Context: an optimization exercise on an open-source flow, tuned for small area, a short achievable clock period and few clock cycles per item. The choices shown serve that exercise and are no tape-out recipe.
The RTL was checked by simulation tests, not by an equivalence proof against the original design.
Power figures rest on the tool's default switching activity, not on a simulated workload.

==> branch xenon <==
Design frame_codec, start of the top module:
module frame_codec (
    input  wire        clk,
    input  wire        rst,
    input  wire        bus_valid,
    input  wire        bus_we,
    input  wire [7:0]  bus_addr,
    input  wire [31:0] bus_wdata,
    output wire        bus_ready,
    output reg  [31:0] bus_rdata
);
export LEC_CHECK = 0
export ABC_AREA = 1
export CAP_MARGIN = 40
export CORE_MARGIN = 2
export CORE_UTILIZATION = 50
export PLACE_DENSITY = 0.6
export SLEW_MARGIN = 50
create_clock -name core_clock -period 60.0 [get_ports {clk}]
standard.sh (not shown) runs the stock make flow with config.mk's settings and CLKGATE_MAP_FILE= SYNTH_SCRIPT=/design/flow/synth_recipe.tcl, a recipe that flattens the netlist after the stock synthesis.
==> flow/flow/run.sh <==
#!/bin/bash
set -euo pipefail
export BUFFER_PORTS_ARGS="-buffer_cell sky130_fd_sc_hd__buf_2"
export CTS_ARGS="-sink_clustering_enable -repair_clock_nets -buf_list sky130_fd_sc_hd__clkbuf_8 -sink_clustering_size 12 -sink_clustering_max_diameter 100 -dont_use_dummy_load"
export SETUP_SLACK_MARGIN=34.5
export TNS_END_PERCENT=5
bash standard.sh > flow.log 2>&1
==> inputs of branch amber, as changes to branch xenon <==
--- a/flow/design.v
+++ b/flow/design.v
@@ -195,22 +195,19 @@
     output wire        bus_ready,
     output reg  [31:0] bus_rdata
 );
     localparam [3:0] OP_SCALE = 4'h1, OP_DESCALE = 4'h2, OP_ENC_STREAM = 4'h3,
                      OP_ENC_MODE = 4'h4, OP_ENC_REGW = 4'h5, OP_ENC_PING = 4'h6,
                      OP_DEC_STREAM = 4'h7, OP_DEC_DISC = 4'h8;
-    localparam [1:0] J_NONE = 2'd0, J_A = 2'd1, J_B = 2'd2, J_POST = 2'd3;
     reg  [31:0] cmd, opa, opb, opc, pin0, pin1;
     reg  [3:0]  plen;
     reg  [14:0] sam;             
     reg         sas, sao, san;
     reg  [3:0]  sar;             
     reg         sa_ph;           
-    reg  [15:0] sbq;
-    reg         sbs, sbn;
-    reg  [1:0]  job;
+    reg         j_a;             
     reg  [3:0]  kind;
     reg  [31:0] d0, d1;
     reg  [2:0]  fsat, fnan;
     reg         flen8, fname, fhw, done;
     reg  [1:0]  ferr;
     reg         p_f2, p_sc, p_fa, p_fb;
@@ -220,42 +217,38 @@
          a_opc  = (ad == 6'h03), a_pin0 = (ad == 6'h04), a_pin1 = (ad == 6'h05),
          a_plen = (ad == 6'h06), a_res0 = (ad == 6'h08), a_res1 = (ad == 6'h09),
          a_res2 = (ad == 6'h0A), a_pout0 = (ad == 6'h0C),
          a_pout1 = (ad == 6'h0D), a_stat = (ad == 6'h10);
     wire ds_busy  = (ds_cnt != 3'd0);
     wire busy_any = p_f2 | p_sc | p_fa | p_fb | ds_busy;
-    wire hold = bus_we ? ((a_cmd & busy_any) | (a_opa & p_fa) | (a_opb & p_fb))
+    wire hold = bus_we ? ((a_cmd & busy_any) | (a_opa & (p_fa | p_fb)) | (a_opb & p_fb))
                        : ((a_res0 & (p_sc | p_fa | ds_busy)) |
                           (a_res1 & p_fb) |
                           (a_pout0 & (p_fa | p_fb)) |
                           (a_stat & (p_sc | p_f2 | p_fa | p_fb)) |
                           ((a_res2 | a_pout1) & p_f2));
     assign bus_ready = ~hold;
     wire acc_wr = bus_valid & bus_we & ~hold;
-    wire        post_sc = (cmd[3:0] == OP_SCALE);
-    wire        usel_a = (job == J_A) | ((job == J_POST) & post_sc);
-    wire        usel_b = (job == J_B);
-    wire        usel_c = (job == J_POST) & ~post_sc;
-    wire [31:0] u_b = ({32{usel_a}} & opa) | ({32{usel_b}} & opb) | ({32{usel_c}} & opc);
-    wire [1:0]  u_qty = (job == J_A) ? 2'd0 : (job == J_B) ? 2'd1 :
-                        post_sc ? cmd[5:4] : (cmd[8] ? 2'd2 : 2'd3);
+    wire        post    = p_f2 | p_sc;
+    wire        u_vel   = ~post & ~j_a;
+    wire        usel_a  = j_a | p_sc;
+    wire [31:0] u_b = ({32{usel_a}} & opa) | ({32{u_vel}} & opb) | ({32{p_f2}} & opc);
+    wire [1:0]  u_qty = p_sc ? cmd[5:4] : p_f2 ? (cmd[8] ? 2'd2 : 2'd3) : {1'b0, u_vel};
     wire [15:0] uq;
     wire        us, un, u_s, u_povf;
     wire [18:0] u_pt;
     fc_sat16 u_sat (.b(u_b), .qty(u_qty), .q(uq), .sat(us), .nan(un),
                     .s(u_s), .pt(u_pt), .povf(u_povf));
-    wire        j_a = (job == J_A);
     wire [7:0]  d9_q;
     wire [3:0]  d9_r;
     fc_div9_8 u_d9 (.r(j_a ? u_pt[18:15] : sar), .b(j_a ? u_pt[14:7] : {sam[6:0], 1'b0}),
                     .q(d9_q), .rn(d9_r));
     wire [15:0] saq;
     wire        sa_sat;
     fc_pos_q u_pq (.s(sas), .pmag(sam), .povf(sao), .nan(san), .q(saq), .sat(sa_sat));
     wire sa_run = j_a | sa_ph;
-    wire sb_run = (job == J_B);
     wire        di_zero;
     wire [8:0]  di_se;
     wire [6:0]  di_r0;
     wire [23:0] di_nb;
     fc_descale_init u_di (.qin(opa[15:0]), .qty(bus_wdata[5:4]), .zero(di_zero),
                           .se(di_se), .r0(di_r0), .nb(di_nb));
@@ -285,106 +278,98 @@
     wire badlen  = ((op == OP_DEC_STREAM) || (op == OP_DEC_DISC)) && (plen > 4'd8);
     wire [1:0] err = illegal ? 2'd1 : rsv ? 2'd2 : badlen ? 2'd3 : 2'd0;
     wire name_v = (plen >= 4'd4) && (pin0[7:0] == 8'h51);
     wire hw_v   = (plen >= 4'd8);
     wire        f0_sa = ~vo & ~raw;
     wire [15:0] f0 = (vo ? 16'h8000 : 16'h0000) | ({16{~vo & raw}} & opa[15:0]) | ({16{~vo & ~raw}} & saq);
-    wire [15:0] f1 = ({16{raw}} & opb[15:0]) | ({16{~raw}} & sbq);
+    wire [15:0] f1 = ({16{raw}} & opb[15:0]) | ({16{~raw}} & uq);
     wire cmd_wr = acc_wr & a_cmd;
     always @(posedge clk) begin
         if (rst) begin
             plen <= 4'd0;
-            job <= J_NONE;
+            j_a <= 1'b0;
             kind <= 4'd0;
             fsat <= 3'd0; fnan <= 3'd0; flen8 <= 1'b0; fname <= 1'b0; fhw <= 1'b0;
             ferr <= 2'd0; done <= 1'b0;
             p_f2 <= 1'b0; p_sc <= 1'b0; p_fa <= 1'b0; p_fb <= 1'b0; ds_cnt <= 3'd0;
         end else begin
             if (p_f2) begin fsat[2] <= us; fnan[2] <= un; end
             if (p_sc) begin fsat[0] <= us; fnan[0] <= un; end
             if (p_fa & ~sa_run) begin fsat[0] <= sa_sat; fnan[0] <= san; end
-            if (p_fb) begin fsat[1] <= sbs; fnan[1] <= sbn; end
+            if (p_fb & u_vel) begin fsat[1] <= us; fnan[1] <= un; end
             p_f2 <= 1'b0;
             p_sc <= 1'b0;
             p_fa <= p_fa & sa_run;
-            p_fb <= 1'b0;
+            p_fb <= p_fb & ~u_vel;
             if (ds_busy) ds_cnt <= ds_cnt - 3'd1;
-            job <= J_NONE;
-            if (acc_wr) begin
-                case (ad)
-                    6'h01: job <= J_A;
-                    6'h02: job <= J_B;
-                    6'h06: plen <= w[3:0];
-                    default: ;
-                endcase
-            end
+            j_a <= acc_wr & a_opa;
+            if (acc_wr & a_plen) plen <= w[3:0];
             if (cmd_wr) begin
                 done <= 1'b1;
                 ferr <= err;
                 fsat <= 3'd0; fnan <= 3'd0; flen8 <= 1'b0; fname <= 1'b0; fhw <= 1'b0;
                 if (err == 2'd0) begin
                     kind <= op;
                     case (op)
                         OP_SCALE: begin
                             if (qty == 2'd0) begin
                                 fsat[0] <= sa_sat; fnan[0] <= san; p_fa <= sa_run;
                             end else begin
-                                job <= J_POST; p_sc <= 1'b1;
+                                p_sc <= 1'b1;
                             end
                         end
                         OP_DESCALE: begin
                             if (!di_zero) ds_cnt <= 3'd4;
                         end
                         OP_ENC_STREAM: begin
                             fsat[0] <= f0_sa & sa_sat; fnan[0] <= f0_sa & san;
-                            fsat[1] <= ~raw & sbs;  fnan[1] <= ~raw & sbn;
+                            fsat[1] <= ~raw & us;  fnan[1] <= ~raw & un;
                             p_fa <= f0_sa & sa_run;
-                            p_fb <= ~raw & sb_run;
-                            if (!raw) begin job <= J_POST; p_f2 <= 1'b1; end
+                            p_fb <= ~raw & ~u_vel;
+                            p_f2 <= ~raw;
                         end
                         OP_DEC_STREAM: flen8 <= (plen == 4'd8);
                         OP_DEC_DISC: begin fname <= name_v; fhw <= hw_v; end
                         default: ;
                     endcase
                 end
             end
         end
     end
     wire [31:0] wz  = w & {32{~rst}};
-    wire [17:0] uz  = {us, un, uq} & {18{~rst}};
     always @(posedge clk) begin
         if (rst | (acc_wr & a_cmd)) cmd  <= wz;
         if (rst | (acc_wr & a_opa)) opa  <= wz;
         if (rst | (acc_wr & a_opb)) opb  <= wz;
         if (rst | (acc_wr & a_opc)) opc  <= wz;
         if (rst | (acc_wr & a_pin0)) pin0 <= wz;
         if (rst | (acc_wr & a_pin1)) pin1 <= wz;
         if (rst | j_a) {sas, sao, san, sam} <= {u_s, u_povf, un, d9_q, u_pt[6:0]} & {18{~rst}};
         else if (sa_ph) sam[6:0] <= d9_q[7:1];
         if (j_a) sar <= d9_r;
         sa_ph <= ~rst & j_a;
-        if (rst | (job == J_B)) {sbs, sbn, sbq} <= uz;
     end
     wire c_ok  = cmd_wr & (err == 2'd0);
     wire w_sc  = c_ok & (op == OP_SCALE);
     wire w_ds  = c_ok & (op == OP_DESCALE);
     wire w_st  = c_ok & (op == OP_ENC_STREAM);
     wire w_md  = c_ok & (op == OP_ENC_MODE);
     wire w_rw  = c_ok & (op == OP_ENC_REGW);
     wire w_pg  = c_ok & (op == OP_ENC_PING);
     wire w_dec = c_ok & ((op == OP_DEC_STREAM) | (op == OP_DEC_DISC & name_v));
     wire w_dc  = c_ok & (op == OP_DEC_DISC);
     wire w_dc1 = c_ok & ((op == OP_DEC_STREAM) | (op == OP_DEC_DISC & hw_v));
     wire w_fa  = p_fa & ~sa_run;
+    wire w_fb  = p_fb & u_vel;
     wire w_q4  = (ds_cnt == 3'd4), w_q3 = (ds_cnt == 3'd3), w_q2 = (ds_cnt == 3'd2),
          w_q1  = (ds_cnt == 3'd1);
     wire w_enc = w_md | w_rw | w_pg;
     wire [31:0] d0_nx =
         ({32{w_sc | w_fa}} & {16'd0, saq}) |
         ({32{p_sc}} & {16'd0, uq}) |
-        ({32{p_fb}} & {sbq, 16'd0}) |
+        ({32{w_fb}} & {uq, 16'd0}) |
         ({32{w_ds & ~di_zero}} & {di_se, 23'd0}) |
         ({32{w_st}} & {f1, f0}) |
         ({32{w_md}} & {8'h50, imm, 16'h0001}) |
         ({32{w_rw}} & {opa[15:0], imm, 8'h0D}) |
         ({32{w_pg}} & 32'h50500011) |
         ({32{w_dec & (op == OP_DEC_STREAM)}} & pin0) |
@@ -393,13 +378,13 @@
         ({32{w_q3}} & {14'd0, ds_qb, 12'd0}) |
         ({32{w_q2}} & {20'd0, ds_qb, 6'd0}) |
         ({32{w_q1}} & {26'd0, ds_qb});
     wire [31:0] d0_en =
         ({32{w_ds | w_st | w_enc | w_dc | (c_ok & (op == OP_DEC_STREAM))}}) |
         ({32{w_sc | w_fa | p_sc}} & 32'h0000FFFF) |
-        ({32{p_fb}} & 32'hFFFF0000) |
+        ({32{w_fb}} & 32'hFFFF0000) |
         ({32{w_q4}} & 32'h007C0000) | ({32{w_q3}} & 32'h0003F000) |
         ({32{w_q2}} & 32'h00000FC0) | ({32{w_q1}} & 32'h0000003F);
     wire [31:0] d1_nx =
         ({32{w_ds}} & {1'b0, di_r0, di_nb}) |
         ({32{w_st}} & {8'd0, ft ? 8'hAD : 8'h90, opc[15:0]}) |
         ({32{w_md | w_pg}} & {8'd0, mid, 16'h5050}) |
==> flow/flow/run.sh (replaced) <==
#!/bin/bash
set -euo pipefail
export BUFFER_PORTS_ARGS="-buffer_cell sky130_fd_sc_hd__buf_2"
export CTS_ARGS="-sink_clustering_enable -repair_clock_nets -buf_list sky130_fd_sc_hd__clkbuf_4 -sink_clustering_size 8 -sink_clustering_max_diameter 60 -dont_use_dummy_load"
export SETUP_SLACK_MARGIN=34
export TNS_END_PERCENT=5
bash standard.sh > flow.log 2>&1
==> run summary <==
| metric | branch amber | branch xenon |
|---|---|---|
| Area of the die | 0.0502 sq mm | 0.0514 sq mm |
| Tightest slew margin relative to the limit | 42.8% | 44.8% |
| First-pass GRT wire length | 160000 um | 166000 um |
| Synthesized Nets | 3262 | 3275 |
| Number of DRC markers after the initial detailed-route iteration | 4260 | 4337 |
| Fraction of power consumed by combinational cells | 58.2% | 56.0% |
| # nets final | 3334 | 3373 |
| Status | timing/DRC/antenna clean | timing/DRC/antenna clean |
| Delay contributed by the slowest stage of the critical path | 0.44 ns | 0.30 ns |
| Maximum resistive drop on vdd | 0.0593 mV | 0.0746 mV |
| Share of the final layout cell area in multi-input gates | 51.0% | 48.9% |
| Critical-path cell with the highest stage delay | nor2_1 | bufbuf_16 |
| Multi-Input Combinational | 2143 | 2124 |
| Cells after synthesis | 3044 | 3057 |
| Cell at the root of the clock tree | clkbuf_4 | clkbuf_8 |
| Power consumed by combinational cells | 0.000587 W | 0.000574 W |
| Largest net degree at the start of global routing | 45 | 63 |
| Slew @ Worst Pin | 0.854 ns | 0.827 ns |
| Number of flip-flops and latches | 307 | 326 |
| Nonclk inv count | 479 | 488 |
| Switching Share | 51.0% | 49.7% |
| Fraction of post-synthesis cell area in the top cell type by area | 34.5% | 35.9% |
Testbench counts of branch xenon, summed over its fixed seeds: cycles 34,309, commands 4,800.
Testbench counts of branch amber, summed over its fixed seeds: cycles 34,309, commands 4,800.

## what the ideal ports hide
Ports are ideal in the flow. The routed layouts listed here were re-timed in OpenROAD.
Step 1, drivers: a clkbuf_16 drives clk and a buf_2 each remaining input, both assumed.
Step 2 adds t to the input delays and takes it off the output delays; t is the mean of the earliest and latest rising clock arrival at the registers after step 1. Input paths then give back, and output paths get back, about the clock's delay inside the block.
Three values: ideal, step 1, step 2; two values: the first two.
run	shift t [ns]	setup slack, ns	hold WS [ns]	slew at the worst register clock pin (ns)	worst data-port slew with drivers (ns)
branch xenon	0.713	34.089 / 34.053 / 34.053	0.492 / 0.492 / 0.492	0.10 / 0.10	0.05
branch amber	0.838	33.847 / 33.828 / 33.828	0.514 / 0.514 / 0.514	0.12 / 0.12	0.03
After both steps every run listed still meets setup and hold. For branch xenon, which loses most, drivers alone change the setup slack by -0.036 ns; drivers and shift together by -0.036 ns.
